What follows belongs to an exercise in optimizing a design on an open flow for small area; a production flow would make more cautious choices. In this exercise RTL edits were held to simulation tests only and were not proved equivalent to the original. No activity file was given, so power comes from the tool's default toggle rates. No driver is modelled on the clock port, so clocking that relies on it looks cheaper here than on a real chip.

## design.v

```verilog
module frame_detector (
    input  wire         clk,
    input  wire         rst,           
    input  wire [9:0]   w,             
    output reg  [2:0]   outcome,
    output reg  [1:0]   dec,
    output wire [5:0]   frm_len,
    output wire [311:0] frm,           
    output reg          ev_valid,
    output wire [5:0]   ev_len,
    output wire [287:0] ev_id,         
    output reg          diag_valid,
    output reg  [2:0]   diag_code
);
    localparam integer CAP = 40;
    localparam integer NF  = CAP - 1;   
    localparam integer NP  = 32;        
    localparam [1:0] OP_IDLE   = 2'd0;
    localparam [1:0] OP_BYTE   = 2'd1;
    localparam [1:0] OP_CLOSED = 2'd2;
    localparam [1:0] OP_ATTACH = 2'd3;
    localparam [7:0] STX = 8'h02;
    localparam [7:0] ETX = 8'h03;
    localparam [7:0] CR  = 8'h0D;
    localparam [7:0] LF  = 8'h0A;
    localparam [2:0] OC_INCOMPLETE = 3'd0;
    localparam [2:0] OC_COMPLETE   = 3'd1;
    localparam [2:0] OC_OVERFLOW   = 3'd2;
    localparam [2:0] OC_CLOSED     = 3'd3;
    localparam [2:0] OC_REJECTED   = 3'd4;
    localparam [1:0] DEC_OK       = 2'd0;
    localparam [1:0] DEC_NO_START = 2'd1;
    localparam [1:0] DEC_NO_TERM  = 2'd2;
    localparam [2:0] DG_OVERFLOW = 3'd1;
    localparam [2:0] DG_NO_START = 3'd2;
    localparam [2:0] DG_NO_TERM  = 3'd3;
    localparam [2:0] DG_CLOSED   = 3'd4;
    localparam [2:0] DG_REJECTED = 3'd5;
    wire [1:0] op = w[9:8];
    wire [7:0] d  = w[7:0];
    reg [8*NF-1:0] buf_q;     
    reg [8*NP-1:0] pay_q;     
    reg [5:0] len_q;          
    reg       closed_q;       
    reg       stx_q;          
    reg       term_q;         
    reg       cr_q;           
    reg [5:0] plast_q;        
    reg [1:0] spos_q;         
    wire is_byte = (op == OP_BYTE);
    wire full    = len_q[5] & len_q[3];            
    wire is_etx  = (d == ETX);
    wire store   = is_byte && !full && !is_etx;
    wire empty   = rst || op[1] || (is_byte && (full || is_etx));
    wire [5:0] pnext = plast_q + 6'd1;
    genvar g;
    generate
        for (g = 0; g < NF; g = g + 1) begin : g_buf
            always @(posedge clk)
                if (len_q == g)
                    buf_q[8*g +: 8] <= d;
        end
        for (g = 0; g < NP; g = g + 1) begin : g_pay
            always @(posedge clk)
                if (pnext == g)
                    pay_q[8*g +: 8] <= d;
        end
    endgenerate
    always @(posedge clk) begin
        if (empty) begin
            len_q  <= 6'd0;
            stx_q  <= 1'b0;
            term_q <= 1'b0;
            cr_q   <= 1'b0;
        end else if (store) begin
            len_q <= len_q + 6'd1;
            cr_q  <= (d == CR);
            if (!stx_q) begin
                if (d == STX) begin
                    stx_q   <= 1'b1;
                    plast_q <= 6'h3f;
                    spos_q  <= len_q[1:0];
                end
            end else if (!term_q) begin
                if (cr_q && d == LF)
                    term_q <= 1'b1;
                else
                    plast_q <= pnext;
            end
        end
        if (rst || op == OP_ATTACH)
            closed_q <= 1'b0;
        else if (op == OP_CLOSED)
            closed_q <= 1'b1;
    end
    assign frm     = buf_q;
    assign frm_len = len_q;
    assign ev_len  = plast_q;
    wire [7:0] b33 = buf_q[8*33 +: 8];
    wire [7:0] b34 = buf_q[8*34 +: 8];
    wire [7:0] b35 = buf_q[8*35 +: 8];
    wire [7:0] b36 = buf_q[8*36 +: 8];
    assign ev_id[8*NP-1:0] = pay_q;
    assign ev_id[8*32 +: 8] = spos_q[1] ? (spos_q[0] ? b36 : b35)
                                        : (spos_q[0] ? b34 : b33);
    assign ev_id[8*33 +: 8] = spos_q[1] ? b36
                                        : (spos_q[0] ? b35 : b34);
    assign ev_id[8*34 +: 8] = spos_q[0] ? b36 : b35;
    assign ev_id[8*35 +: 8] = b36;
    always @(*) begin
        outcome    = OC_INCOMPLETE;
        dec        = DEC_OK;
        ev_valid   = 1'b0;
        diag_valid = 1'b0;
        diag_code  = 3'd0;
        if (!rst) begin
            case (op)
                OP_BYTE: begin
                    if (closed_q) begin
                        outcome    = OC_REJECTED;
                        diag_valid = 1'b1;
                        diag_code  = DG_REJECTED;
                    end else if (full) begin
                        outcome    = OC_OVERFLOW;
                        diag_valid = 1'b1;
                        diag_code  = DG_OVERFLOW;
                    end else if (is_etx) begin
                        outcome = OC_COMPLETE;
                        if (!stx_q) begin
                            dec        = DEC_NO_START;
                            diag_valid = 1'b1;
                            diag_code  = DG_NO_START;
                        end else if (!term_q) begin
                            dec        = DEC_NO_TERM;
                            diag_valid = 1'b1;
                            diag_code  = DG_NO_TERM;
                        end else begin
                            ev_valid = 1'b1;
                        end
                    end
                end
                OP_CLOSED: begin
                    diag_valid = 1'b1;
                    if (closed_q) begin
                        outcome   = OC_REJECTED;
                        diag_code = DG_REJECTED;
                    end else begin
                        outcome   = OC_CLOSED;
                        diag_code = DG_CLOSED;
                    end
                end
                default: ;    
            endcase
        end
    end
endmodule
```

## constraint.sdc

```tcl
create_clock -name core_clock -period 20.0 [get_ports {clk}]
set_input_delay 4.0000 -clock core_clock [delete_from_list [all_inputs] [get_ports {clk}]]
set_output_delay 4.0000 -clock core_clock [all_outputs]
set_load 0.01 [all_outputs]
```

## run.sh

```bash
#!/bin/bash
# synth_recipe.tcl (not shown) runs the flow's synth.tcl, then flattens the netlist and writes it again
# the make line also repeats each setting of config.mk as NAME=value (left out here)
make -C /OpenROAD-flow-scripts/flow DESIGN_CONFIG=/design/flow/config.mk WORK_HOME=/design/flow/orfs CLKGATE_MAP_FILE= SYNTH_SCRIPT=/design/flow/synth_recipe.tcl finish
```

## config.mk

```make
export PLATFORM = sky130hd
export DESIGN_NAME = frame_detector
export DESIGN_NICKNAME = frame_detector
export VERILOG_FILES = /design/flow/design.v
export SDC_FILE = /design/flow/constraint.sdc
export NUM_CORES = 4
export LEC_CHECK = 0
export CAP_MARGIN = 20
export CORE_MARGIN = 2
export CORE_UTILIZATION = 40
export SLEW_MARGIN = 20
```

==> results of run 1 <==
cell usage in the layout, fill, tap and decap left out, types with 4 or more instances in the layout:
master / netlist / final
o21ai_0: 22 / 22
and3_1: 5 / 5
edfxtp_1: 576 / 576
nand4_1: 4 / 4
nor4_1: 9 / 4
and2_1: 40 / 40
nand2_1: 31 / 31
nor3_1: 18 / 18
buf_4: 8 / 17
inv_1: 9 / 9
nand2b_1: 8 / 8
clkinv_1: 0 / 11
clkinv_2: 0 / 10
clkbuf_1: 10 / 13
or3_1: 4 / 4
clkbuf_16: 0 / 58
dfxtp_1: 10 / 10
ha_1: 12 / 12
buf_2: 8 / 8
clkdlybuf4s50_1: 0 / 625
nand3_1: 6 / 6
bufinv_16: 0 / 6
nor2_1: 33 / 33
a21oi_1: 11 / 11
mux2i_1: 18 / 18
mux2_2: 8 / 8
cell type report:
class / instances / area share (%)
Sequential cell: 586 / 61.8
Timing Repair Buffer: 650 / 22.7
Multi-Input combinational cell: 266 / 6.26
Clock buffer: 71 / 5.30
Tap cell: 615 / 2.72
Clock inverter: 32 / 1.14
Inverter: 9 / 0.119
state kept, by name, indices dropped and copies added (netlist names):
signal / count
plast_q: 6
closed_q: 1
pay_q: 256
buf_q: 312
cr_q: 1
spos_q: 2
stx_q: 1
term_q: 1
len_q: 6
cell usage after synthesis, types with 2 or more instances:
cell type	count	area, um^2
nand4b_1	3	26.3
nor2_1	33	124
nand2b_1	8	50.1
ha_1	12	150
nor3b_1	4	30.0
nand4_1	4	25.0
clkbuf_1	10	37.5
a31oi_1	3	18.8
buf_2	8	40.0
buf_6	2	22.5
nor4_1	9	56.3
edfxtp_1	576	17300
nor3_1	18	90.1
buf_4	8	60.1
nand3_1	6	30.0
or3_1	4	25.0
o31ai_1	2	15.0
or4_1	2	15.0
o21a_1	2	15.0
xnor2_1	2	17.5
and3_1	5	31.3
or2_2	2	12.5
mux2i_1	18	180
inv_1	9	33.8
nand2_1	31	116
dfxtp_1	10	200
xor2_1	2	17.5
mux2_2	8	90.1
and2_1	40	250
a21oi_1	11	55.1
o21ai_0	22	110
metrics by stage:
step,hold slack [ns],instances,utilization [%],area [um^2]
2_1_floorplan,0.429,890,-,19400
3_3_place_gp,0.449,2126,55.3,26500
3_5_place_dp,0.469,2126,55.4,26500
4_1_cts,0.479,2229,59.2,28300
5_1_grt,0.493,2229,59.2,28300
6_report,0.475,2229,59.2,28300
path summary, 6_finish.rpt:
| check | startpoint | endpoint |
|---|---|---|
| max reg2reg | plast_q[1] | pay_q[186] |
| min reg2reg | cr_q | cr_q |
| min | cr_q | cr_q |
| max | w[4] | diag_valid |
logic make-up after synthesis:
| family | after synthesis | share of synthesized area [%] |
|---|---|---|
| compound gates | 50 | 1.61 |
| xor+xnor | 4 | 0.181 |
| fa+ha+maj | 12 | 0.774 |
| buf+inv | 38 | 1.02 |
| flops | 586 | 90.2 |
| mux | 26 | 1.39 |
| simple gates | 174 | 4.82 |
report_power, final:
| group | leakage [nW] | switching, W | internal (W) |
|---|---|---|---|
| combinational | 3.30 | 0.0000332 | 0.00000849 |
| sequential | 5.26 | 0.00000115 | 0.00135 |
| clock | 0.889 | 0.000443 | 0.000608 |
| total | 9.44 | 0.000478 | 0.00197 |
worst reg2reg max path, cell delays in order, from the launching register on:
cell and delay (ns):
edfxtp_1 0.56, ha_1 0.39, nand3_1 0.13, xnor2_1 0.37, nand4_1 0.33, nor2_1 0.81
routing by layer:
layer / up-vias / GRT usage, % / part of all wire [%]
met5: - / 0 / 0
met4: 0 / 6.45 / 2.7
met3: 86 / 8.84 / 9.9
met2: 583 / 40.9 / 49
met1: 5645 / 29.7 / 38
li1: 4828 / - / -
==> flow_summary.yaml, run 1 <==
critical_path:
  r2r_cells: 5
  slowest_stage: "or4_1"
  critPathMaxStageDelay_ns: 0.83
  path_cells: "buf_2 > or4_1 > o31ai_1 > a21oi_1 > nor3_1 > clkdlybuf4s50_1"
  arrival_ns: 6.53
  crit_buf_inv: 2
  cp_top_family: "buffers and inverters"
  critPathKind: "in2out"
  reg2reg_slack_ns: 17.01
  start_kind: "primary input"
  cp_num_cells: 6
  crit_path_max_fanout: 27
  crit_path_end_kind: "output pin"
  required_ns: 16.00
clocking:
  clock_latency_ns: 0.60
  postCtsHoldBufs: 0
  clockBufferDepth: 3
  cts-root-buf: "clkbuf_16"
  postCtsSetupRepairBufs: 0
  cts_buffers: 57
  cts_tree: "built"
  cts_num_sinks: 586
  clk_pin_slew_ns: 0.06
  cts.repair.resized: 0
  cts_max_level: 2
finish:
  drive_above_1_share_pct: 7.87
  fillers: 3550
  seqCellArea_um2: 17500
  antenna_cells: 0
  multi_input_area_um2: 1770
  num-nets-final: 1594
  area_growth_pct: 46.0
synth:
  syn-num-nets: 914
  synth.avg_cell_area_um2: 21.8
  yosysUniqueCellTypes: 47
  synth-seq-cells: 586
  synth_ff_type: "edfxtp_1"
  seq_area_frac_synth_pct: 90.2
  synthesis.instances: 890
  synth_edf_count: 576
  synth_warnings: 1
  ys_async_sr_fraction_pct: 0
  synth_area_um2: 19400
detailed_routing:
  drtIter0Drc: 859
  drc: 0
  wl_per_cell_um: 27.9
  first_pass_iters: 5
  num_vias: 11100
  via_per_inst: 5.00
  finalWirelength_mm: 62.2
  ant_nets: 0
global_route:
  grt-ovfl-total: 0
  grt_pass1_wl_mm: 85.9
  antenna_found_initial: 2
  grt_pass1_vias: 11100
  grt_max_degree: 70
  grt_usage_pct: 24.3
floorplanning:
  row_count: 80
  die_w_um: 224
  ios: 634
  die_y_um: 224
  coreArea_um2: 47800
  start_util_pct: 40.5
  fp.dieArea_um2: 50300
placed_design:
  hpwl_mm: 42.8
  gp_congestion: 0.826
  io_buffers: 633
  place_worst_setup_slack_ns: 9.48
timing:
  fin_worst_skew_ns: 0.0260
  setup_ws_ns: 9.47
  slew_violations: 0
  finalHoldViolCount: 0
  min_period_ns: 10.53
  fmax_mhz: 95.0
  post-route-period-util_pct: 52.6
  tns_ns: 0
  setup_viol: 0
  tightest_slew_ns: 1.00
  relSlewSlack_pct: 33.0
  rsz0062_at_grt: "no"
worst_hold_path:
  min_path_cells: 2
  hp-class: "reg2reg"
power:
  p_leak_nw: 9.44
  irDropWorstVdd_mv: 0.0736
  power.total_w: 0.00244
  power.density_nw_per_um2: 86.3
status:
  status: "timing/DRC/antenna clean"
flow_run:
  max_cap_viol_count: 0
==> run 2, diff against run 1 <==
==> flow/run.sh (new file) <==
#!/bin/bash
# The standard ORFS layout (standard.sh), with two changes:
#  - the port buffers are the smallest buffer, sky130_fd_sc_hd__buf_1;
#  - the clock tree uses larger sink clusters and no dummy loads.
set -euo pipefail
cd "$(dirname "$0")/.."
bash standard.sh \
  BUFFER_PORTS_ARGS="-buffer_cell sky130_fd_sc_hd__buf_1" \
  CTS_ARGS="-sink_clustering_enable -repair_clock_nets -dont_use_dummy_load -sink_clustering_size 24 -sink_clustering_max_diameter 80" \
  finish > standard.log 2>&1
==> standard.sh (new file) <==
#!/bin/bash
# synth_recipe.tcl (not shown) runs the flow's synth.tcl, then flattens the netlist and writes it again
# the make line also repeats each setting of config.mk as NAME=value (left out here)
make -C /OpenROAD-flow-scripts/flow DESIGN_CONFIG=/design/flow/config.mk WORK_HOME=/design/flow/orfs CLKGATE_MAP_FILE= SYNTH_SCRIPT=/design/flow/synth_recipe.tcl "${@:-finish}"
removed: run.sh
==> flow_summary.yaml, run 2 <==
placed_design:
  gp_congestion: 0.814
  io_buffers: 633
  dp.cells: 2132
  hpwl_mm: 38.1
finish:
  num-nets-final: 1573
  fin_cells: 2165
  area_growth_pct: 20.5
  regMostFlops: "buf_q"
  largest_reg_flops: 312
  final_cell_mix: "buf_1, edfxtp_1, and2_1"
  largestRegisters: "buf_q: 312 flops, pay_q: 256 flops"
  final_common_cell: "buf_1"
  drive_above_1_share_pct: 5.37
detailed_routing:
  drtIter0Drc: 1006
  first_pass_iters: 5
  ant_nets: 0
  finalWirelength_mm: 55.6
  via_per_inst: 5.07
  num_vias: 11000
  drc: 0
  wl_per_cell_um: 25.7
clocking:
  cts_num_sinks: 586
  postCtsSetupRepairBufs: 0
  clk_pin_slew_ns: 0.06
  clockBufferDepth: 3
  postCtsHoldBufs: 0
  cts_tree: "built"
  cts.repair.resized: 0
  clock_latency_ns: 0.62
  cts_max_level: 1
  cts-root-buf: "clkbuf_16"
  cts_buffers: 30
critical_path:
  crit_path_end_kind: "output pin"
  crit_path_max_fanout: 75
  start_kind: "primary input"
  endpoint: "diag_code[0]"
  critPathKind: "in2out"
  r2r-start: "plast_q[0]"
  arrival_ns: 6.38
  setup.worst_path.start: "w[1]"
  r2r_cells: 5
  timing.rr.end: "pay_q[186]"
  reg2reg_slack_ns: 17.02
  required_ns: 16.00
power:
  clockPowerShare_pct: 30.8
  seqPwrFrac_pct: 67.3
  irDropWorstVdd_mv: 0.0944
  p_sw_w: 0.000385
  p_int_w: 0.00162
  power.total_w: 0.00200
  p_leak_nw: 7.25
  pwr-share-comb_pct: 1.9
  power.density_nw_per_um2: 85.8
  switching_share_pct: 19.2
global_route:
  grt_usage_pct: 21.0
  antenna_found_initial: 4
  grt_pass1_vias: 10600
  grt_pass1_wl_mm: 76.1
  grt-ovfl-total: 0
  grt_max_degree: 76
floorplanning:
  fp.dieArea_um2: 50300
  ios: 634
  die_y_um: 224
  die_w_um: 224
  coreArea_um2: 47800
  row_count: 80
  start_util_pct: 40.5
timing:
  tns_ns: 0
  setup_viol: 0
  post-route-period-util_pct: 51.9
  fin_worst_skew_ns: 0.0753
  fmax_mhz: 96.3
  relSlewSlack_pct: 29.4
  finalHoldViolCount: 0
  min_period_ns: 10.38
  slew_violations: 0
  rsz0062_at_grt: "no"
  tightest_slew_ns: 1.05
synth:
  syn-num-nets: 914
  synth_ff_type: "edfxtp_1"
  synth_area_um2: 19400
  synth_warnings: 1
  synth.top_cell.area_share_pct: 89.2
  synth_edf_count: 576
  ys_top_cells_by_area: "edfxtp_1, and2_1, dfxtp_1"
  synth.avg_cell_area_um2: 21.8
  seq_area_frac_synth_pct: 90.2
  synth_commonest_cells: "edfxtp_1, and2_1, nor2_1"
  yosysUniqueCellTypes: 47
  synthesis.instances: 890
  yosysMostFrequentCell: "edfxtp_1"
  synth.largest_area_cell: "edfxtp_1"
  synth-seq-cells: 586
  ys_async_sr_fraction_pct: 0
flow_run:
  max_cap_viol_count: 0
status:
  status: "timing/DRC/antenna clean"
worst_hold_path:
  hp-class: "reg2reg"
## run 2: changes by cell type in the layout (fill, tap and decap cells not counted), moves of 2 or more
cell             before  now
buf_4                17   22
buf_1                 0  625
clkinv_1             11    0
clkinvlp_4            2    0
clkbuf_16            58   30
nor4_4                3    1
diode_2               0    3
clkdlybuf4s50_1     625    0
clkinv_2             10    0
bufinv_16             6    0
nor4_2                2    4
clkbuf_1             13    0
## run 2: how the worst min path moves through the flow
stage,start,end,slack [ns],depth (start not counted)
after floorplan,cr_q,cr_q,0.43,2
after global placement,cr_q,cr_q,0.46,2
after detailed placement,cr_q,cr_q,0.47,2
after CTS,cr_q,cr_q,0.48,2
after global routing,cr_q,cr_q,0.51,2
final,cr_q,cr_q,0.49,2
## run 2: cell families after synthesis
group / share of synthesized area (%)
XOR/XNOR: 0.181
AND/OR/NAND/NOR: 4.82
multiplexers: 1.39
adder cells (fa/ha/maj): 0.774
buffers and inverters: 1.02
flip-flops: 90.2
AO/OA/AOI/OAI: 1.61
## run 2: power groups by stage
stage	registers [W]	clock network (W)	logic (W)
2_1_floorplan	0.00138	0	0.00000531
3_3_place_gp	0.00138	0	0.0000373
3_5_place_dp	0.00138	0	0.0000384
4_1_cts	0.00135	0.000633	0.0000384
5_1_grt	0.00135	0.000666	0.0000398
6_report	0.00135	0.000617	0.0000372
## run 2: through the flow
stage / setup WS, ns / instance area (um^2) / utilization, % / hold WS (ns)
CTS: 9.62 / 23300 / 48.8 / 0.481
global route: 9.40 / 23400 / 48.8 / 0.514
finish: 9.62 / 23400 / 48.8 / 0.489
global placement: 9.78 / 22600 / 47.2 / 0.461
detailed placement: 9.62 / 22600 / 47.2 / 0.465
floorplan: 10.74 / 19400 / - / 0.429
## run 2: worst max-delay path: stages
cell and delay (ns):
buf_2 0.07, buf_4 0.63, nand4bb_1 0.58, o31ai_1 0.44, a22oi_1 0.11, nor3_1 0.16, buf_1 0.36
## run 2: layout make-up
class	instances	area [um^2]
clock buffers	30	751
flip-flops and latches	586	17500
diodes	3	7.51
well taps	615	769
repair buffers	656	2560
inverters	9	33.8
multi-input cells	266	1750
fillers	4088	24500
## run 2: per-layer routing
metal,share of wire (%),vias up,GRT usage (%)
met5,0,-,0
met4,3.5,0,7.07
met3,9.8,82,6.70
met2,49,587,34.9
met1,38,5581,26.0
li1,-,4726,-
==> run 3, diff against run 2 <==
--- a/config.mk
+++ b/config.mk
@@ -5,6 +5,7 @@
 export SDC_FILE = /design/flow/constraint.sdc
 export NUM_CORES = 4
 export LEC_CHECK = 0
+export ABC_AREA = 1
 export CAP_MARGIN = 20
 export CORE_MARGIN = 2
 export CORE_UTILIZATION = 40
==> flow_summary.yaml, run 3 <==
synth:
  syn-num-nets: 995
  yosysUniqueCellTypes: 28
  synthesis.instances: 971
  seq_area_frac_synth_pct: 90.4
  synth_commonest_cells: "edfxtp_1, nor2_1, nand2_1"
  yosysMostFrequentCell: "edfxtp_1"
  synth_warnings: 1
  ys_async_sr_fraction_pct: 0
  synth-seq-cells: 586
  synth.top_cell.area_share_pct: 89.4
  synth_edf_count: 576
  ys_top_cells_by_area: "edfxtp_1, nor2_1, nand2_1"
  synth.avg_cell_area_um2: 19.9
  synth_ff_type: "edfxtp_1"
  synth_area_um2: 19300
  synth.largest_area_cell: "edfxtp_1"
timing:
  fin_worst_skew_ns: 0.0226
  fmax_mhz: 99.9
  relSlewSlack_pct: 27.8
  min_period_ns: 10.01
  setup_viol: 0
  tns_ns: 0
  rsz0062_at_grt: "no"
  post-route-period-util_pct: 50.1
  tightest_slew_ns: 1.08
  slew_violations: 0
  finalHoldViolCount: 0
critical_path:
  path_cells: "buf_2 > buf_4 > nand2_1 > nor2_2 > nand3_1 > nand2_1 > nand2_1 > a21oi_1 > buf_1"
  crit_path_end_kind: "output pin"
  critPathKind: "in2out"
  critPathMaxStageDelay_ns: 0.69
  cpMostUsedCell: "nand2_1"
  crit_path_max_fanout: 74
  r2r_cells: 6
  arrival_ns: 6.01
  r2r-start: "plast_q[0]"
  timing.rr.end: "pay_q[119]"
  start_kind: "primary input"
  slowest_stage: "buf_4"
  reg2reg_slack_ns: 17.35
  required_ns: 16.00
clocking:
  postCtsSetupRepairBufs: 0
  postCtsHoldBufs: 0
  clk_pin_slew_ns: 0.07
  cts-root-buf: "clkbuf_16"
  cts.repair.resized: 0
  cts_tree: "built"
  cts_num_sinks: 586
  cts_max_level: 1
  cts_buffers: 29
  clockBufferDepth: 3
  clock_latency_ns: 0.59
detailed_routing:
  drc: 0
  wl_per_cell_um: 24.5
  drtIter0Drc: 851
  first_pass_iters: 5
  ant_nets: 0
  num_vias: 11100
  finalWirelength_mm: 54.9
  via_per_inst: 4.95
finish:
  area_growth_pct: 19.8
  antenna_cells: 0
  fillers: 4131
  final_cell_mix: "buf_1, edfxtp_1, nor2_1"
  seqCellArea_um2: 17500
  drive_above_1_share_pct: 3.70
  multi_input_area_um2: 1490
  num-nets-final: 1649
  final_core_util_pct: 48.6
  largestRegisters: "buf_q: 312 flops, pay_q: 256 flops"
  final_common_cell: "buf_1"
  regMostFlops: "buf_q"
  largest_reg_flops: 312
global_route:
  grt-ovfl-total: 0
  grt_pass1_wl_mm: 75.8
  grt_usage_pct: 20.7
  antenna_found_initial: 2
  grt_pass1_vias: 10700
  grt_max_degree: 75
floorplanning:
  start_util_pct: 40.5
  die_w_um: 224
  die_y_um: 224
  fp.dieArea_um2: 50100
  coreArea_um2: 47700
  ios: 634
  row_count: 80
placed_design:
  hpwl_mm: 37.1
  io_buffers: 633
  gp_congestion: 0.895
worst_hold_path:
  min_path_cells: 2
  min_from: "cr_q"
  worst_hold_path.endpoint: "cr_q"
  hp-class: "reg2reg"
status:
  status: "timing/DRC/antenna clean"
flow_run:
  max_cap_viol_count: 0
power:
  p_leak_nw: 7.28
  irDropWorstVdd_mv: 0.0596
  power.density_nw_per_um2: 86.0
[run 3: cell types whose count changed after synthesis, sizes merged, moves of 18 or more]
cell,delta
nand3,+23
nand2,+57
mux2i,-18
nor2,+73
and2,-40
inv,+50
[run 3: area by class of cell]
type                       count  area share, %
multi-input combinational    304           6.44
inverter                      59          0.955
clock buffer                  29           3.13
timing repair buffer         645           10.7
tap                          615           3.32
sequential                   586           75.5
[run 3: critical path, delay by kind of cell]
kind | cells | cell delay, ns
buffers and inverters | 3 | 0.96
AO/OA/AOI/OAI | 1 | 0.24
AND/OR/NAND/NOR | 5 | 0.78
[run 3: report_power, final]
part	internal (W)	switching [W]	leakage (nW)
sequential	0.00135	0.000000986	5.26
combinational	0.00000435	0.0000325	1.67
clock	0.000258	0.000351	0.357
[run 3: layer usage]
metal	routed length [um]	up-vias	share of wire [%]	GRT usage [%]
met5	7	-	0.013	0
met4	1010	2	1.8	4.45
met3	4930	65	9.0	5.80
met2	27500	554	50	35.9
met1	21500	5611	39	26.0
li1	-	4852	-	-
[run 3: through the flow]
step           instances  total power (W)  hold WS (ns)  cell area [um^2]  setup slack [ns]
6_report            2238          0.00199         0.508             23200              9.99
5_1_grt             2238          0.00204         0.520             23200              9.87
4_1_cts             2238          0.00201         0.508             23200             10.01
3_5_place_dp        2209          0.00141         0.498             22500             10.00
3_3_place_gp        2209          0.00141         0.455             22500             10.03
2_1_floorplan        971          0.00138         0.441             19300             11.03
[run 3: worst max path at each step]
stage,to,from,depth (start not counted),slack (ns)
after floorplan,dec[0],w[9],6,11.03
after global placement,diag_code[0],w[1],9,10.03
after detailed placement,diag_valid,w[1],9,10.00
after CTS,diag_valid,w[1],9,10.01
after global routing,diag_valid,w[1],9,9.87
final,diag_valid,w[1],9,9.99
[run 3: cell families after synthesis]
logic type	Yosys count	share of synthesized area, %
AND/OR/NAND/NOR	231	5.00
flip-flops	586	90.4
adder cells (fa/ha/maj)	12	0.776
AO/OA/AOI/OAI	57	1.77
XOR/XNOR	4	0.181
buffers and inverters	81	1.83
==> run 4, diff against run 3 <==
--- a/flow/run.sh
+++ b/flow/run.sh
@@ -6,5 +6,5 @@
 cd "$(dirname "$0")/.."
 bash standard.sh \
   BUFFER_PORTS_ARGS="-buffer_cell sky130_fd_sc_hd__buf_1" \
-  CTS_ARGS="-sink_clustering_enable -repair_clock_nets -dont_use_dummy_load -sink_clustering_size 24 -sink_clustering_max_diameter 80" \
+  CTS_ARGS="-sink_clustering_enable -repair_clock_nets -dont_use_dummy_load -sink_clustering_size 30 -sink_clustering_max_diameter 100" \
   finish > standard.log 2>&1
==> flow_summary.yaml, run 4 <==
status:
  status: "timing/DRC/antenna clean"
synth:
  synth.largest_area_cell: "edfxtp_1"
  synth.top_cell.area_share_pct: 89.4
  synth-seq-cells: 586
  synth_commonest_cells: "edfxtp_1, nor2_1, nand2_1"
  synthesis.instances: 971
  ys_top_cells_by_area: "edfxtp_1, nor2_1, nand2_1"
  synth.avg_cell_area_um2: 19.9
  synth_ff_type: "edfxtp_1"
  yosysMostFrequentCell: "edfxtp_1"
  yosysUniqueCellTypes: 28
  syn-num-nets: 995
  synth_area_um2: 19300
  ys_async_sr_fraction_pct: 0
  synth_warnings: 1
  synth_edf_count: 576
  seq_area_frac_synth_pct: 90.4
critical_path:
  required_ns: 16.00
  crit_buf_inv: 3
  cp_num_cells: 9
  critPathKind: "in2out"
  cpMostUsedCell: "nand2_1"
  crit_path_end_kind: "output pin"
  cp_top_family: "buffers and inverters"
  setup.worst_path.start: "w[1]"
  path_cells: "buf_2 > buf_4 > nand2_1 > nor2_2 > nand3_1 > nand2_1 > nand2_1 > a21oi_1 > buf_1"
  crit_path_max_fanout: 74
  critPathMaxStageDelay_ns: 0.69
  reg2reg_slack_ns: 17.35
  timing.rr.end: "pay_q[116]"
  start_kind: "primary input"
  r2r-start: "plast_q[0]"
  arrival_ns: 6.01
  endpoint: "diag_valid"
  slowest_stage: "buf_4"
  r2r_cells: 6
clocking:
  clk_pin_slew_ns: 0.10
  cts_max_level: 1
  cts_buffers: 23
  postCtsSetupRepairBufs: 0
  cts_tree: "built"
  clockBufferDepth: 3
  cts-root-buf: "clkbuf_16"
  clock_latency_ns: 0.57
  cts.repair.resized: 0
  postCtsHoldBufs: 0
  cts_num_sinks: 586
detailed_routing:
  first_pass_iters: 6
  ant_nets: 0
  via_per_inst: 4.99
  num_vias: 11100
  wl_per_cell_um: 24.5
  drtIter0Drc: 958
  drc: 0
  finalWirelength_mm: 54.8
timing:
  fin_worst_skew_ns: 0.0322
  tightest_slew_ns: 1.08
  finalHoldViolCount: 0
  whs_ns: 0.506
  slew_violations: 0
  fmax_mhz: 99.9
  relSlewSlack_pct: 27.9
  tns_ns: 0
  rsz0062_at_grt: "no"
  setup_viol: 0
  post-route-period-util_pct: 50.0
  min_period_ns: 10.01
power:
  irDropWorstVdd_mv: 0.0650
  p_leak_nw: 7.21
  power.density_nw_per_um2: 83.8
floorplanning:
  ios: 634
  row_count: 80
  start_util_pct: 40.5
  fp.dieArea_um2: 50100
  die_w_um: 224
  coreArea_um2: 47700
  die_y_um: 224
global_route:
  grtUsageMet3_pct: 5.77
  grt_pass1_vias: 10700
  grt_use_met1_pct: 26.1
  grt_usage_pct: 20.6
  gr-usage-met2_pct: 35.7
  grt.busiest_layer: "met2"
  grt_max_degree: 75
  grt-ovfl-total: 0
  grt_pass1_wl_mm: 75.5
  antenna_found_initial: 2
placed_design:
  gp_congestion: 0.895
  io_buffers: 633
  hpwl_mm: 37.1
finish:
  largestRegisters: "buf_q: 312 flops, pay_q: 256 flops"
  largest_reg_flops: 312
  final_common_cell: "buf_1"
  final_core_util_pct: 48.2
  antenna_cells: 0
  num-nets-final: 1643
  drive_above_1_share_pct: 3.34
  final_cell_mix: "buf_1, edfxtp_1, nor2_1"
  area_growth_pct: 19.1
  regMostFlops: "buf_q"
flow_run:
  max_cap_viol_count: 0
worst_hold_path:
  hp-class: "reg2reg"
[run 4: logic make-up (layout without fill, tap and decap cells)]
logic type | Yosys count | count (layout) | share of synthesized area, %
flip-flops | 586 | 586 | 90.4
AND/OR/NAND/NOR | 231 | 231 | 5.00
buffers and inverters | 81 | 727 | 1.83
AO/OA/AOI/OAI | 57 | 57 | 1.77
adder cells (fa/ha/maj) | 12 | 12 | 0.776
XOR/XNOR | 4 | 4 | 0.181
[run 4: worst register-to-register path: stages, from the launching register on]
cell and delay [ns]:
edfxtp_1 0.52, ha_1 0.28, xor2_1 0.21, inv_1 0.12, nor2_1 0.35, nand2_1 0.12
nor2_1 0.67
[run 4: worst min-delay path by stage]
stage	start	endpoint	slack [ns]	depth (start not counted)
floorplan	cr_q	cr_q	0.44	2
global placement	cr_q	cr_q	0.46	2
detailed placement	cr_q	cr_q	0.50	2
CTS	cr_q	cr_q	0.51	2
global route	cr_q	cr_q	0.52	2
finish	cr_q	cr_q	0.51	2
[run 4: power by group]
part | internal (W) | total [W] | leakage, nW | switching [W]
Sequential | 0.00135 | 0.00135 | 5.26 | 0.000000982
Clock | 0.000208 | 0.000544 | 0.283 | 0.000336
Combinational | 0.00000435 | 0.0000368 | 1.67 | 0.0000324
[run 4: layer usage]
layer	up-vias	wire length (um)
li1	4835	-
met1	5654	21500
met2	580	27400
met3	58	4820
met4	2	1080
met5	-	7
[run 4: layout make-up]
| class | instances | area [um^2] |
|---|---|---|
| Inverter | 59 | 221 |
| Fill cell | 4150 | 24700 |
| Sequential cell | 586 | 17500 |
| Multi-Input combinational cell | 304 | 1490 |
| Tap cell | 615 | 769 |
| Clock buffer | 23 | 576 |
| Timing Repair Buffer | 645 | 2480 |
[run 4: through the flow]
| step | area, um^2 | power, W | setup slack (ns) | cells |
|---|---|---|---|---|
| CTS | 23000 | 0.00194 | 10.00 | 2232 |
| global route | 23000 | 0.00198 | 9.86 | 2232 |
| global placement | 22500 | 0.00141 | 10.03 | 2209 |
| finish | 23000 | 0.00193 | 9.99 | 2232 |
| detailed placement | 22500 | 0.00141 | 10.00 | 2209 |
| floorplan | 19300 | 0.00138 | 11.03 | 971 |
==> run 5, diff against run 4 <==
--- a/config.mk
+++ b/config.mk
@@ -5,7 +5,6 @@
 export SDC_FILE = /design/flow/constraint.sdc
 export NUM_CORES = 4
 export LEC_CHECK = 0
-export ABC_AREA = 1
 export CAP_MARGIN = 20
 export CORE_MARGIN = 2
 export CORE_UTILIZATION = 40
==> flow_summary.yaml, run 5 <==
clocking:
  cts_tree: "built"
  clockBufferDepth: 3
  clk_pin_slew_ns: 0.12
  cts.repair.resized: 0
  cts-root-buf: "clkbuf_16"
  cts_max_level: 1
  cts_buffers: 23
  clock_latency_ns: 0.59
  postCtsSetupRepairBufs: 0
  postCtsHoldBufs: 0
  cts_num_sinks: 586
status:
  status: "timing/DRC/antenna clean"
power:
  seqPwrFrac_pct: 69.8
  p_int_w: 0.00156
  power.density_nw_per_um2: 83.4
  switching_share_pct: 19.2
  p_leak_nw: 7.16
  power.total_w: 0.00193
  p_sw_w: 0.000371
  clockPowerShare_pct: 28.3
  irDropWorstVdd_mv: 0.105
  pwr-share-comb_pct: 1.9
placed_design:
  io_buffers: 633
  hpwl_mm: 38.1
  gp_congestion: 0.814
synth:
  yosysMostFrequentCell: "edfxtp_1"
  synth_area_um2: 19400
  synth_ff_type: "edfxtp_1"
  synth_commonest_cells: "edfxtp_1, and2_1, nor2_1"
  yosysUniqueCellTypes: 47
  seq_area_frac_synth_pct: 90.2
  synth.top_cell.area_share_pct: 89.2
  synth.avg_cell_area_um2: 21.8
  synthesis.instances: 890
  synth_warnings: 1
  synth.largest_area_cell: "edfxtp_1"
  synth-seq-cells: 586
  syn-num-nets: 914
  ys_top_cells_by_area: "edfxtp_1, and2_1, dfxtp_1"
  ys_async_sr_fraction_pct: 0
  synth_edf_count: 576
timing:
  relSlewSlack_pct: 29.1
  tightest_slew_ns: 1.06
  min_period_ns: 10.34
  fin_worst_skew_ns: 0.0553
  fmax_mhz: 96.7
  tns_ns: 0
  rsz0062_at_grt: "no"
  finalHoldViolCount: 0
  post-route-period-util_pct: 51.7
  setup_viol: 0
  slew_violations: 0
floorplanning:
  coreArea_um2: 47800
  die_y_um: 224
  fp.dieArea_um2: 50300
  ios: 634
  row_count: 80
  start_util_pct: 40.5
  die_w_um: 224
detailed_routing:
  num_vias: 10900
  wl_per_cell_um: 25.8
  first_pass_iters: 5
  drtIter0Drc: 912
  drc: 0
  via_per_inst: 5.04
  ant_nets: 0
  finalWirelength_mm: 55.5
flow_run:
  max_cap_viol_count: 0
critical_path:
  arrival_ns: 6.34
  reg2reg_slack_ns: 17.04
  crit_path_end_kind: "output pin"
  start_kind: "primary input"
  r2r-start: "plast_q[0]"
  crit_path_max_fanout: 75
  setup.worst_path.start: "w[1]"
  required_ns: 16.00
  critPathKind: "in2out"
global_route:
  grt_pass1_wl_mm: 76.2
  grt-ovfl-total: 0
  antenna_found_initial: 4
  grt_pass1_vias: 10500
  grt_max_degree: 76
  grt_usage_pct: 21.0
finish:
  area_growth_pct: 19.5
  largestRegisters: "buf_q: 312 flops, pay_q: 256 flops"
  regMostFlops: "buf_q"
  final_common_cell: "buf_1"
  drive_above_1_share_pct: 4.94
  final_cell_mix: "buf_1, edfxtp_1, and2_1"
  num-nets-final: 1566
  largest_reg_flops: 312
worst_hold_path:
  hp-class: "reg2reg"
  min_from: "cr_q"
## run 5: layer usage
| metal | vias up | global-route usage [%] | share of wire, % |
|---|---|---|---|
| met3 | 47 | 6.13 | 9.3 |
| met5 | - | 0 | 0 |
| met2 | 581 | 36.0 | 50 |
| met4 | 0 | 4.27 | 1.7 |
| met1 | 5521 | 26.5 | 39 |
| li1 | 4713 | - | - |
## run 5: layout make-up
cell class,instances,area (um^2)
clock buffer,23,576
inverter,9,33.8
tap,615,769
antenna,1,2.50
fill,4101,24700
sequential,586,17500
multi-input combinational,266,1750
timing repair buffer,656,2560
## run 5: worst max-delay path: stages
cell and delay [ns]:
buf_2 0.07, buf_4 0.64, nand4bb_1 0.56, o31ai_1 0.41, a21oi_1 0.11, nor3_1 0.17
buf_1 0.33
## run 5: cells by family (layout without fill, tap and decap cells)
logic type      after synthesis  in the layout  share of synthesized area (%)
xor+xnor                      4              4                          0.181
other cells                   0              1                              0
compound gates               50             50                           1.61
flops                       586            586                           90.2
simple gates                174            174                           4.82
buf+inv                      38            688                           1.02
fa+ha+maj                    12             12                          0.774
mux                          26             26                           1.39
## run 5: per-stage QoR
| step | hold WS (ns) | area, um^2 | std cells | util (%) | setup WS [ns] |
|---|---|---|---|---|---|
| floorplan | 0.429 | 19400 | 890 | - | 10.74 |
| global placement | 0.461 | 22600 | 2131 | 47.2 | 9.78 |
| detailed placement | 0.465 | 22600 | 2132 | 47.2 | 9.62 |
| CTS | 0.488 | 23200 | 2155 | 48.4 | 9.62 |
| global route | 0.522 | 23200 | 2156 | 48.5 | 9.42 |
| finish | 0.494 | 23200 | 2156 | 48.5 | 9.66 |
## run 5: final timing paths
path         depth (start not counted)         end
max                                  7  diag_valid
min                                  2        cr_q
max reg2reg                          5  pay_q[174]
min reg2reg                          2        cr_q
## run 5: power by group through the flow
stage	registers [W]	logic (W)	clock network [W]
final	0.00135	0.0000373	0.000546
after global routing	0.00135	0.0000400	0.000594
after CTS	0.00135	0.0000384	0.000558
after detailed placement	0.00138	0.0000384	0
after global placement	0.00138	0.0000373	0
after floorplan	0.00138	0.00000531	0
==> run 6, diff against run 5 <==
--- a/flow/run.sh
+++ b/flow/run.sh
@@ -6,5 +6,5 @@
 cd "$(dirname "$0")/.."
 bash standard.sh \
   BUFFER_PORTS_ARGS="-buffer_cell sky130_fd_sc_hd__buf_1" \
-  CTS_ARGS="-sink_clustering_enable -repair_clock_nets -dont_use_dummy_load -sink_clustering_size 30 -sink_clustering_max_diameter 100" \
+  CTS_ARGS="-sink_clustering_enable -repair_clock_nets -dont_use_dummy_load -sink_clustering_size 16 -sink_clustering_max_diameter 60 -buf_list sky130_fd_sc_hd__clkbuf_8" \
   finish > standard.log 2>&1
--- a/config.mk
+++ b/config.mk
@@ -5,6 +5,7 @@
 export SDC_FILE = /design/flow/constraint.sdc
 export NUM_CORES = 4
 export LEC_CHECK = 0
+export ABC_AREA = 1
 export CAP_MARGIN = 20
 export CORE_MARGIN = 2
 export CORE_UTILIZATION = 40
==> flow_summary.yaml, run 6 <==
synth:
  synth_edf_count: 576
  synth.top_cell.area_share_pct: 89.4
  synth_ff_type: "edfxtp_1"
  synth_warnings: 1
  ys_top_cells_by_area: "edfxtp_1, nor2_1, nand2_1"
  synth_area_um2: 19300
  yosysMostFrequentCell: "edfxtp_1"
  synth-seq-cells: 586
  synth_commonest_cells: "edfxtp_1, nor2_1, nand2_1"
  synth.avg_cell_area_um2: 19.9
  syn-num-nets: 995
  ys_async_sr_fraction_pct: 0
  yosysUniqueCellTypes: 28
  seq_area_frac_synth_pct: 90.4
  synth.largest_area_cell: "edfxtp_1"
  synthesis.instances: 971
finish:
  final_common_cell: "buf_1"
  drive_above_1_share_pct: 4.64
  fillers: 4155
  regMostFlops: "buf_q"
  final_core_util_pct: 48.3
  final_cell_mix: "buf_1, edfxtp_1, nor2_1"
  final_area_um2: 23100
  area_growth_pct: 19.3
  largestRegisters: "buf_q: 312 flops, pay_q: 256 flops"
  num-nets-final: 1665
  largest_reg_flops: 312
  antenna_cells: 0
global_route:
  grt_max_degree: 75
  grt-ovfl-total: 0
  grt_pass1_wl_mm: 76.2
  grt_usage_pct: 21.0
  grt_pass1_vias: 10900
  antenna_found_initial: 1
critical_path:
  crit_path_end_kind: "output pin"
  arrival_ns: 5.99
  timing.rr.end: "pay_q[112]"
  crit_path_max_fanout: 74
  start_kind: "primary input"
  reg2reg_slack_ns: 17.36
  r2r-start: "plast_q[0]"
  required_ns: 16.00
  r2r_cells: 6
  critPathKind: "in2out"
timing:
  slew_violations: 0
  tns_ns: 0
  post-route-period-util_pct: 49.9
  min_period_ns: 9.99
  rsz0062_at_grt: "no"
  setup_viol: 0
  finalHoldViolCount: 0
  relSlewSlack_pct: 26.4
  fin_worst_skew_ns: 0.0407
  fmax_mhz: 100
  tightest_slew_ns: 1.10
clocking:
  cts_buffers: 45
  cts_max_level: 2
  postCtsHoldBufs: 0
  postCtsSetupRepairBufs: 0
  cts_num_sinks: 586
  clock_latency_ns: 0.62
  clockBufferDepth: 3
  clk_pin_slew_ns: 0.08
  cts_tree: "built"
  cts.repair.resized: 0
  cts-root-buf: "clkbuf_8"
floorplanning:
  start_util_pct: 40.5
  die_w_um: 224
  row_count: 80
  die_y_um: 224
  coreArea_um2: 47700
  ios: 634
  fp.dieArea_um2: 50100
worst_hold_path:
  min_from: "cr_q"
  hp-class: "reg2reg"
  worst_hold_path.endpoint: "cr_q"
  min_path_cells: 2
detailed_routing:
  wl_per_cell_um: 24.5
  first_pass_iters: 5
  num_vias: 11200
  drtIter0Drc: 814
  ant_nets: 0
  drc: 0
  via_per_inst: 4.98
  finalWirelength_mm: 55.2
status:
  status: "timing/DRC/antenna clean"
placed_design:
  gp_congestion: 0.895
  placed_area_um2: 22500
  io_buffers: 633
  hpwl_mm: 37.1
flow_run:
  max_cap_viol_count: 0
power:
  power.density_nw_per_um2: 84.0
  p_leak_nw: 7.25
  irDropWorstVdd_mv: 0.0606
[run 6: how the worst max path moves through the flow]
stage	start	to	depth (start not counted)
6_report	w[1]	diag_valid	9
5_1_grt	w[1]	diag_valid	9
4_1_cts	w[1]	diag_valid	9
3_5_place_dp	w[1]	diag_valid	9
3_3_place_gp	w[1]	diag_code[0]	9
2_1_floorplan	w[9]	dec[0]	6
[run 6: cells by family (layout without fill, tap and decap cells)]
kind of cell | Yosys count | in the layout | share of synthesized area, %
and+or+nand+nor | 231 | 231 | 5.00
DFF | 586 | 586 | 90.4
adders and majority gates | 12 | 12 | 0.776
AOI/OAI and AO/OA | 57 | 57 | 1.77
buffers and inverters | 81 | 749 | 1.83
xor gates and xnor gates | 4 | 4 | 0.181
[run 6: through the flow]
stage,setup slack [ns],instances,hold WS [ns],total power (W)
2_1_floorplan,11.03,971,0.441,0.00138
3_3_place_gp,10.03,2209,0.455,0.00141
3_5_place_dp,10.00,2209,0.498,0.00141
4_1_cts,10.01,2254,0.509,0.00195
5_1_grt,9.87,2254,0.521,0.00199
6_report,10.01,2254,0.520,0.00194
[run 6: cell type report]
type / instances / area [um^2] / share of cell area, %
Sequential cell: 586 / 17500 / 75.8
Timing Repair Buffer: 645 / 2480 / 10.7
Inverter: 59 / 221 / 0.960
Multi-Input combinational cell: 304 / 1490 / 6.47
Tap cell: 615 / 769 / 3.33
Clock buffer: 45 / 619 / 2.68
[run 6: where the power goes]
part           internal, W  switching [W]
Combinational   0.00000435      0.0000325
Sequential         0.00135    0.000000992
Clock             0.000202       0.000350
[run 6: worst max-delay path: stages]
cell     delay (ns)
buf_2          0.07
buf_4          0.67
nand2_1        0.14
nor2_2         0.24
nand3_1        0.16
nand2_1        0.14
nand2_1        0.07
a21oi_1        0.24
buf_1          0.20
[run 6: routing by layer]
layer | global-route usage [%] | vias to the layer above | share of wire, %
li1 | - | 4881 | -
met1 | 26.1 | 5670 | 39
met2 | 35.6 | 573 | 49
met3 | 6.16 | 91 | 8.8
met4 | 6.43 | 2 | 2.6
met5 | 0 | - | 0.013
==> run 7, diff against run 6 <==
--- a/design.v
+++ b/design.v
@@ -53,11 +53,17 @@
     wire store   = is_byte && !full && !is_etx;
     wire empty   = rst || op[1] || (is_byte && (full || is_etx));
     wire [5:0] pnext = plast_q + 6'd1;
+    wire [4:0] len_hi = { len_q[5],
+                          len_q[4] &  len_q[3],
+                          len_q[4] & ~len_q[3],
+                         ~len_q[4] &  len_q[3],
+                         ~len_q[5] & ~len_q[4] & ~len_q[3] };
+    wire [7:0] len_lo = 8'd1 << len_q[2:0];
     genvar g;
     generate
         for (g = 0; g < NF; g = g + 1) begin : g_buf
             always @(posedge clk)
-                if (len_q == g)
+                if (len_hi[g/8] && len_lo[g%8])
                     buf_q[8*g +: 8] <= d;
         end
         for (g = 0; g < NP; g = g + 1) begin : g_pay
==> flow/run.sh (replaced) <==
#!/bin/bash
# The standard ORFS layout (standard.sh), with two changes:
#  - the port buffers are the smallest buffer, sky130_fd_sc_hd__buf_1;
#  - the clock tree uses larger sink clusters and no dummy loads.
set -euo pipefail
cd "$(dirname "$0")/.."
bash standard.sh \
  BUFFER_PORTS_ARGS="-buffer_cell sky130_fd_sc_hd__buf_1" \
  CTS_ARGS="-sink_clustering_enable -repair_clock_nets -dont_use_dummy_load -sink_clustering_size 30 -sink_clustering_max_diameter 100" \
  finish > standard.log 2>&1
==> flow_summary.yaml, run 7 <==
status:
  status: "timing/DRC/antenna clean"
critical_path:
  required_ns: 16.00
  crit_path_max_fanout: 74
  critPathKind: "in2out"
  arrival_ns: 5.93
  start_kind: "primary input"
  crit_path_end_kind: "output pin"
detailed_routing:
  finalWirelength_mm: 53.2
  wl_per_cell_um: 24.0
  num_vias: 10900
  route.met2.wl_mm: 27.5
  via_per_inst: 4.91
  first_pass_iters: 7
  drc: 0
  met3_wirelength_mm: 3.64
  maxUsedRoutingLayer: "met4"
  met1Wirelength_mm: 20.7
  ant_nets: 0
  drtIter0Drc: 858
clocking:
  cts_max_level: 1
  clk_pin_slew_ns: 0.10
  cts_num_sinks: 586
  postCtsSetupRepairBufs: 0
  cts_buffers: 24
  clock_latency_ns: 0.58
  clockBufferDepth: 3
  cts_tree: "built"
  cts.repair.resized: 0
  postCtsHoldBufs: 0
  cts-root-buf: "clkbuf_16"
power:
  p_int_w: 0.00157
  switching_share_pct: 19.1
  seqPwrFrac_pct: 69.5
  irDropWorstVdd_mv: 0.0673
  power.density_nw_per_um2: 84.3
  p_sw_w: 0.000371
  p_leak_nw: 7.19
  pwr-share-comb_pct: 1.8
  power.total_w: 0.00194
  clockPowerShare_pct: 28.7
timing:
  relSlewSlack_pct: 33.0
  fin_worst_skew_ns: 0.0510
  fmax_mhz: 101
  rsz0062_at_grt: "no"
  tightest_slew_ns: 1.00
  setup_ws_ns: 10.07
  tns_ns: 0
  min_period_ns: 9.93
  whs_ns: 0.501
  post-route-period-util_pct: 49.6
  setup_viol: 0
  slew_violations: 0
  finalHoldViolCount: 0
floorplanning:
  die_y_um: 224
  fp.dieArea_um2: 50000
  ios: 634
  coreArea_um2: 47600
  die_w_um: 224
  row_count: 80
  start_util_pct: 40.5
global_route:
  grt_usage_pct: 20.1
  grt_pass1_vias: 10700
  grt_max_degree: 76
  antenna_found_initial: 0
  grt_pass1_wl_mm: 73.4
  grt-ovfl-total: 0
synth:
  ys_async_sr_fraction_pct: 0
  synthesis.instances: 959
  synth.largest_area_cell: "edfxtp_1"
  ys_top_cells_by_area: "edfxtp_1, nor2_1, nand2_1"
  synth_warnings: 1
  synth_commonest_cells: "edfxtp_1, nor2_1, nand2_1"
  syn-num-nets: 985
  synth.top_cell.area_share_pct: 89.6
  synth_edf_count: 576
  seq_area_frac_synth_pct: 90.6
  yosysUniqueCellTypes: 29
  yosysMostFrequentCell: "edfxtp_1"
  synth-seq-cells: 586
  synth.avg_cell_area_um2: 20.1
  synth_area_um2: 19300
  synth_ff_type: "edfxtp_1"
flow_run:
  max_cap_viol_count: 0
finish:
  largest_reg_flops: 312
  final_cell_mix: "buf_1, edfxtp_1, nor2_1"
  antenna_cells: 0
  area_growth_pct: 19.2
  num-nets-final: 1634
  fin_cells: 2221
  drive_above_1_share_pct: 3.24
  largestRegisters: "buf_q: 312 flops, pay_q: 256 flops"
  regMostFlops: "buf_q"
  final_common_cell: "buf_1"
worst_hold_path:
  hp-class: "reg2reg"
placed_design:
  hpwl_mm: 36.4
  io_buffers: 633
  dp.cells: 2196
  gp_congestion: 0.849
  place_worst_setup_slack_ns: 10.09
[run 7: cell count changes in the layout (fill, tap and decap cells not counted), moves of 3 or more]
cell,delta
buf_4,-3
nand3_1,-15
clkbuf_16,+24
inv_1,+3
clkbuf_8,-45
[run 7: critical path, stage by stage]
cell     delay [ns]
buf_2          0.10
buf_4          0.39
inv_1          0.19
nand2_1        0.10
nor2_1         0.23
nand2_2        0.20
nor2_1         0.18
nand2_1        0.17
nor3_1         0.18
buf_1          0.18
[run 7: final timing paths]
check	startpoint	slack [ns]	cells past startpoint	end
worst max-delay path	w[2]	10.07	10	dec[1]
worst min-delay path	cr_q	0.50	2	cr_q
worst max register to register	plast_q[0]	17.25	6	pay_q[36]
worst min register to register	cr_q	0.50	2	cr_q
[run 7: metrics by stage]
step	utilization [%]	area (um^2)
finish	48.3	23000
floorplan	-	19300
detailed placement	47.0	22400
CTS	48.3	23000
global placement	47.0	22400
global route	48.3	23000
[run 7: per-layer routing]
| metal | GRT usage, % | vias to the layer above |
|---|---|---|
| met5 | 0 | - |
| met4 | 5.94 | 0 |
| met3 | 4.01 | 73 |
| met2 | 35.6 | 474 |
| met1 | 25.2 | 5562 |
| li1 | - | 4799 |
[run 7: kinds of logic after synthesis]
| family | synth area share, % |
|---|---|
| buffers and inverters | 1.90 |
| flip-flops | 90.6 |
| AO/OA/AOI/OAI | 1.83 |
| AND/OR/NAND/NOR | 4.64 |
| adder cells (fa/ha/maj) | 0.907 |
| XOR/XNOR | 0.0908 |
[run 7: area by class of cell]
| type | count | area [um^2] |
|---|---|---|
| repair buffers | 643 | 2470 |
| fillers | 4100 | 24600 |
| multi-input cells | 291 | 1440 |
| clock buffers | 24 | 601 |
| flip-flops and latches | 586 | 17500 |
| well taps | 615 | 769 |
| inverters | 62 | 233 |
[run 7: power groups by stage]
stage	combinational (W)	clock (W)	sequential, W
after global placement	0.0000337	0	0.00138
after detailed placement	0.0000353	0	0.00138
after floorplan	0.00000482	0	0.00138
final	0.0000343	0.000556	0.00135
after global routing	0.0000373	0.000599	0.00135
after CTS	0.0000352	0.000569	0.00135
==> run 8, diff against run 7 <==
--- a/design.v
+++ b/design.v
@@ -53,6 +53,8 @@
     wire store   = is_byte && !full && !is_etx;
     wire empty   = rst || op[1] || (is_byte && (full || is_etx));
     wire [5:0] pnext = plast_q + 6'd1;
+    wire [3:0] pnext_hi = pnext[5] ? 4'd0 : (4'd1 << pnext[4:3]);
+    wire [7:0] pnext_lo = 8'd1 << pnext[2:0];
     wire [4:0] len_hi = { len_q[5],
                           len_q[4] &  len_q[3],
                           len_q[4] & ~len_q[3],
@@ -68,7 +70,7 @@
         end
         for (g = 0; g < NP; g = g + 1) begin : g_pay
             always @(posedge clk)
-                if (pnext == g)
+                if (pnext_hi[g/8] && pnext_lo[g%8])
                     pay_q[8*g +: 8] <= d;
         end
     endgenerate
==> flow_summary.yaml, run 8 <==
placed_design:
  gp_congestion: 0.876
  io_buffers: 633
  hpwl_mm: 37.6
power:
  p_leak_nw: 7.19
  power.total_w: 0.00193
  irDropWorstVdd_mv: 0.0815
  power.density_nw_per_um2: 84.2
synth:
  yosysMostFrequentCell: "edfxtp_1"
  synth_ff_type: "edfxtp_1"
  synth_xor_area_share_pct: 0.228
  synthesis.instances: 949
  yosys.area_share.simple_pct: 4.35
  seq_area_frac_synth_pct: 91.0
  synth.avg_cell_area_um2: 20.3
  ys_top_cells_by_area: "edfxtp_1, nor2_1, nand2_1"
  synth_compound_area_share_pct: 1.73
  ys_async_sr_fraction_pct: 0
  synth_edf_count: 576
  synth_top_family_by_area: "simple AND/OR/NAND/NOR gates"
  synth.top_cell.area_share_pct: 89.9
  synthMuxAreaShare_pct: 0
  synth.largest_area_cell: "edfxtp_1"
  syn-num-nets: 975
  synth_warnings: 1
  synth-seq-cells: 586
  yosysUniqueCellTypes: 27
  synth-adder-area-share_pct: 0.911
  synth_area_um2: 19200
  synth_commonest_cells: "edfxtp_1, nor2_1, nand2_1"
timing:
  fmax_mhz: 97.4
  fin_worst_skew_ns: 0.0520
  slew_violations: 0
  finalHoldViolCount: 0
  tightest_slew_ns: 1.03
  rsz0062_at_grt: "no"
  tns_ns: 0
  relSlewSlack_pct: 31.2
  min_period_ns: 10.26
  setup_viol: 0
  post-route-period-util_pct: 51.3
  whs_ns: 0.487
clocking:
  clockBufferDepth: 3
  clk_pin_slew_ns: 0.11
  cts-root-buf: "clkbuf_16"
  cts_tree: "built"
  cts_num_sinks: 586
  cts_buffers: 23
  clock_latency_ns: 0.59
  postCtsHoldBufs: 0
  cts.repair.resized: 0
  cts_max_level: 1
  postCtsSetupRepairBufs: 0
finish:
  num-nets-final: 1629
  regMostFlops: "buf_q"
  area_growth_pct: 19.4
  antenna_cells: 0
  final_cell_mix: "buf_1, edfxtp_1, nor2_1"
  final_common_cell: "buf_1"
  drive_above_1_share_pct: 3.44
  largestRegisters: "buf_q: 312 flops, pay_q: 256 flops"
  largest_reg_flops: 312
global_route:
  grt-ovfl-total: 0
  grt_pass1_vias: 10300
  antenna_found_initial: 0
  grt_max_degree: 75
  grt_usage_pct: 20.7
  grt_pass1_wl_mm: 74.1
worst_hold_path:
  hp-class: "reg2reg"
critical_path:
  required_ns: 16.00
  crit_path_max_fanout: 74
  start_kind: "primary input"
  crit_path_end_kind: "output pin"
  critPathKind: "in2out"
  arrival_ns: 6.26
flow_run:
  max_cap_viol_count: 0
detailed_routing:
  drtIter0Drc: 889
  first_pass_iters: 5
  finalWirelength_mm: 54.3
  num_vias: 10900
  via_per_inst: 4.92
  wl_per_cell_um: 24.5
  ant_nets: 0
  drc: 0
floorplanning:
  start_util_pct: 40.4
  row_count: 80
  die_w_um: 223
  fp.dieArea_um2: 49800
  coreArea_um2: 47600
  die_y_um: 223
  ios: 634
status:
  status: "timing/DRC/antenna clean"
-- run 8: changes by cell type after synthesis, moves of 3 or more --
cell / before / now
nand3_1: 12 / 18
nor2_1: 102 / 97
xor2_1: 2 / 5
nand2_1: 87 / 75
-- run 8: final timing paths --
kind                              endpoint  slack, ns  cells after the start        from
worst max-delay path                dec[1]       9.74                      9        w[1]
worst min-delay path                  cr_q       0.49                      2        cr_q
worst max register to register  pay_q[192]      17.14                      5  plast_q[0]
worst min register to register        cr_q       0.49                      2        cr_q
-- run 8: area by class of cell --
| class | instances | area, um^2 |
|---|---|---|
| Tap cell | 615 | 769 |
| Fill cell | 4099 | 24700 |
| Multi-Input combinational cell | 280 | 1390 |
| Clock buffer | 23 | 576 |
| Inverter | 66 | 248 |
| Sequential cell | 586 | 17500 |
| Timing Repair Buffer | 646 | 2480 |
-- run 8: cell families after synthesis --
group,Yosys count
flip-flops,586
buffers and inverters,83
AO/OA/AOI/OAI,58
adder cells (fa/ha/maj),14
XOR/XNOR,5
AND/OR/NAND/NOR,203
-- run 8: metal layers --
metal / GRT usage (%) / routed length (um) / part of all wire (%)
met1: 26.6 / 21300 / 39
met2: 35.7 / 27900 / 51
met3: 4.17 / 3840 / 7.1
met4: 5.72 / 1280 / 2.4
met5: 0 / 0 / 0
-- run 8: critical path: stages --
cell and delay (ns):
buf_2 0.08, buf_4 0.72, nand2_1 0.17, inv_1 0.10, nand2_1 0.10, nor2_4 0.21, nand4_2 0.23, nor3_1 0.42
buf_1 0.22
-- run 8: per-stage QoR --
stage               worst slack [ns]  instance area [um^2]  utilization (%)  cells
floorplan                      11.07                 19200                -    949
global placement                9.80                 22400             47.0   2193
detailed placement              9.75                 22400             47.0   2193
CTS                             9.73                 23000             48.2   2216
global route                    9.51                 23000             48.2   2216
finish                          9.74                 23000             48.2   2216
-- run 8: report_power, final --
group / internal (W) / switching (W) / leakage (nW)
sequential: 0.00135 / 0.000000835 / 5.26
clock: 0.000208 / 0.000341 / 0.283
combinational: 0.00000477 / 0.0000315 / 1.65
total: 0.00156 / 0.000373 / 7.19
==> run 9, diff against run 8 <==
--- a/config.mk
+++ b/config.mk
@@ -8,5 +8,5 @@
 export ABC_AREA = 1
 export CAP_MARGIN = 20
 export CORE_MARGIN = 2
-export CORE_UTILIZATION = 40
+export CORE_UTILIZATION = 60
 export SLEW_MARGIN = 20
==> flow_summary.yaml, run 9 <==
finish:
  seqCellArea_um2: 17500
  final_common_cell: "buf_1"
  largest_reg_flops: 312
  area_growth_pct: 17.9
  regMostFlops: "buf_q"
  final_cell_mix: "buf_1, edfxtp_1, nor2_1"
  fillers: 2080
  num-nets-final: 1626
  multi_input_area_um2: 1390
  final_core_util_pct: 71.9
  drive_above_1_share_pct: 3.19
  largestRegisters: "buf_q: 312 flops, pay_q: 256 flops"
  final_area_um2: 22700
floorplanning:
  die_w_um: 183
  start_util_pct: 60.9
  fp.dieArea_um2: 33500
  row_count: 65
  ios: 634
  die_y_um: 183
  coreArea_um2: 31600
critical_path:
  critPathKind: "in2out"
  crit_path_end_kind: "output pin"
  setup.worst_path.start: "w[4]"
  start_kind: "primary input"
  required_ns: 16.00
  r2r-start: "plast_q[1]"
  crit_path_max_fanout: 72
  arrival_ns: 5.98
detailed_routing:
  num_vias: 11200
  drc: 0
  finalWirelength_mm: 56.5
  ant_nets: 0
  first_pass_iters: 5
  wl_per_cell_um: 28.3
  drtIter0Drc: 1104
  via_per_inst: 5.58
synth:
  synth_xor_area_share_pct: 0.228
  yosys.area_share.simple_pct: 4.35
  synth.top_cell.area_share_pct: 89.9
  synth-seq-cells: 586
  synthMuxAreaShare_pct: 0
  syn-num-nets: 975
  synth_commonest_cells: "edfxtp_1, nor2_1, nand2_1"
  synth.avg_cell_area_um2: 20.3
  synth_edf_count: 576
  synth_area_um2: 19200
  seq_area_frac_synth_pct: 91.0
  synth_compound_area_share_pct: 1.73
  synthesis.instances: 949
  synth_top_family_by_area: "simple AND/OR/NAND/NOR gates"
  yosysMostFrequentCell: "edfxtp_1"
  synth.largest_area_cell: "edfxtp_1"
  synth_warnings: 1
  ys_top_cells_by_area: "edfxtp_1, nor2_1, nand2_1"
  synth_ff_type: "edfxtp_1"
  yosysUniqueCellTypes: 27
  ys_async_sr_fraction_pct: 0
  synth-adder-area-share_pct: 0.911
clocking:
  clockBufferDepth: 3
  clock_latency_ns: 0.57
  cts_tree: "built"
  cts_num_sinks: 586
  cts_max_level: 1
  clk_pin_slew_ns: 0.12
  cts_buffers: 23
  postCtsSetupRepairBufs: 0
  cts.repair.resized: 0
  postCtsHoldBufs: 0
  cts-root-buf: "clkbuf_16"
timing:
  setup_ws_ns: 10.02
  post-route-period-util_pct: 49.9
  min_period_ns: 9.98
  finalHoldViolCount: 0
  setup_viol: 0
  tightest_slew_ns: 0.987
  tns_ns: 0
  relSlewSlack_pct: 33.9
  fin_worst_skew_ns: 0.0365
  rsz0062_at_grt: "no"
  fmax_mhz: 100
  slew_violations: 0
flow_run:
  max_cap_viol_count: 0
power:
  p_leak_nw: 7.18
  power.density_nw_per_um2: 84.9
  power.total_w: 0.00193
  irDropWorstVdd_mv: 0.0667
placed_design:
  gp_congestion: 0.928
  placed_area_um2: 22100
  hpwl_mm: 40.3
  place_worst_setup_slack_ns: 10.06
  io_buffers: 633
status:
  status: "timing/DRC/antenna clean"
global_route:
  grt_max_degree: 74
  grt-ovfl-total: 0
  grt_usage_pct: 33.1
  antenna_found_initial: 1
  grt_pass1_wl_mm: 78.0
  grt_pass1_vias: 10800
worst_hold_path:
  min_from: "cr_q"
  hp-class: "reg2reg"
-- run 9: path summary, 6_finish.rpt --
| kind | endpoint | slack [ns] | cells past startpoint |
|---|---|---|---|
| max | diag_code[1] | 10.02 | 8 |
| min | cr_q | 0.49 | 2 |
| max reg2reg | pay_q[94] | 17.20 | 5 |
| min reg2reg | cr_q | 0.49 | 2 |
-- run 9: layout make-up --
| class | instances | share of cell area [%] |
|---|---|---|
| Antenna cell | 1 | 0.0110 |
| Multi-Input combinational cell | 280 | 6.12 |
| Sequential cell | 586 | 77.2 |
| Inverter | 66 | 1.09 |
| Clock buffer | 23 | 2.54 |
| Tap cell | 402 | 2.22 |
| Timing Repair Buffer | 643 | 10.9 |
-- run 9: metal layers --
metal | vias to the layer above | part of all wire (%) | GRT usage (%) | wire length, um
met3 | 106 | 10 | 10.1 | 5690
met5 | - | 0 | 0 | 0
met2 | 672 | 50 | 55.2 | 28400
met1 | 5622 | 35 | 41.1 | 19900
met4 | 0 | 4.6 | 13.2 | 2570
li1 | 4773 | - | - | -
-- run 9: kinds of logic after synthesis --
| kind of cell | after synthesis |
|---|---|
| AND/OR/NAND/NOR | 203 |
| adder cells (fa/ha/maj) | 14 |
| AO/OA/AOI/OAI | 58 |
| flip-flops | 586 |
| XOR/XNOR | 5 |
| buffers and inverters | 83 |
-- run 9: worst max-delay path, cell delays in order --
cell	delay, ns
clkbuf_2	0.08
buf_4	0.36
nor2_1	0.25
nand2_1	0.19
nor2_4	0.29
nand4_2	0.22
nor3_1	0.35
buf_1	0.20
-- run 9: where the power goes --
group	internal, W	switching (W)	leakage, nW	total, W
logic	0.00000453	0.0000304	1.64	0.0000350
registers	0.00135	0.000000847	5.26	0.00135
clock network	0.000208	0.000334	0.283	0.000542
-- run 9: stage by stage --
stage / instances / hold slack, ns
2_1_floorplan: 949 / 0.446
3_3_place_gp: 1977 / 0.468
3_5_place_dp: 1977 / 0.467
4_1_cts: 2000 / 0.481
5_1_grt: 2001 / 0.527
6_report: 2001 / 0.486

## static timing again, ports no longer ideal
No port has a modelled driver above. Below, the same layouts with a new extraction and two added sets of constraints.
Step 1 sets driving cells, clkbuf_16 on the clock port and buf_2 on the other inputs (assumed; they add their load-dependent delay and slew).
Step 2 moves the port delays by t, midway between the first and last clock arrival at a register: inputs arrive t later, outputs are due t later. That takes back most of the time a late clock gives input paths.
Three values: no drivers, after step 1, after step 2; two values: the first two.
run	t (ns)	slack for setup (ns)	worst register clock-pin slew, ns	worst slew at a driven data input, ns
run 1	0.643	9.475 / 9.454 / 9.454	0.06 / 0.06	0.11
run 2	0.631	9.620 / 9.589 / 9.589	0.10 / 0.10	0.11
run 3	0.637	9.987 / 9.966 / 9.966	0.09 / 0.09	0.06
run 4	0.610	9.990 / 9.969 / 9.969	0.11 / 0.11	0.06
run 5	0.613	9.662 / 9.631 / 9.631	0.12 / 0.12	0.11
run 6	0.643	10.014 / 9.993 / 9.993	0.10 / 0.10	0.06
run 7	0.605	10.072 / 10.049 / 10.049	0.11 / 0.11	0.05
run 8	0.617	9.737 / 9.715 / 9.715	0.11 / 0.11	0.08
run 9	0.607	10.019 / 9.994 / 9.994	0.12 / 0.12	0.08
After both steps every run listed still meets setup and hold.
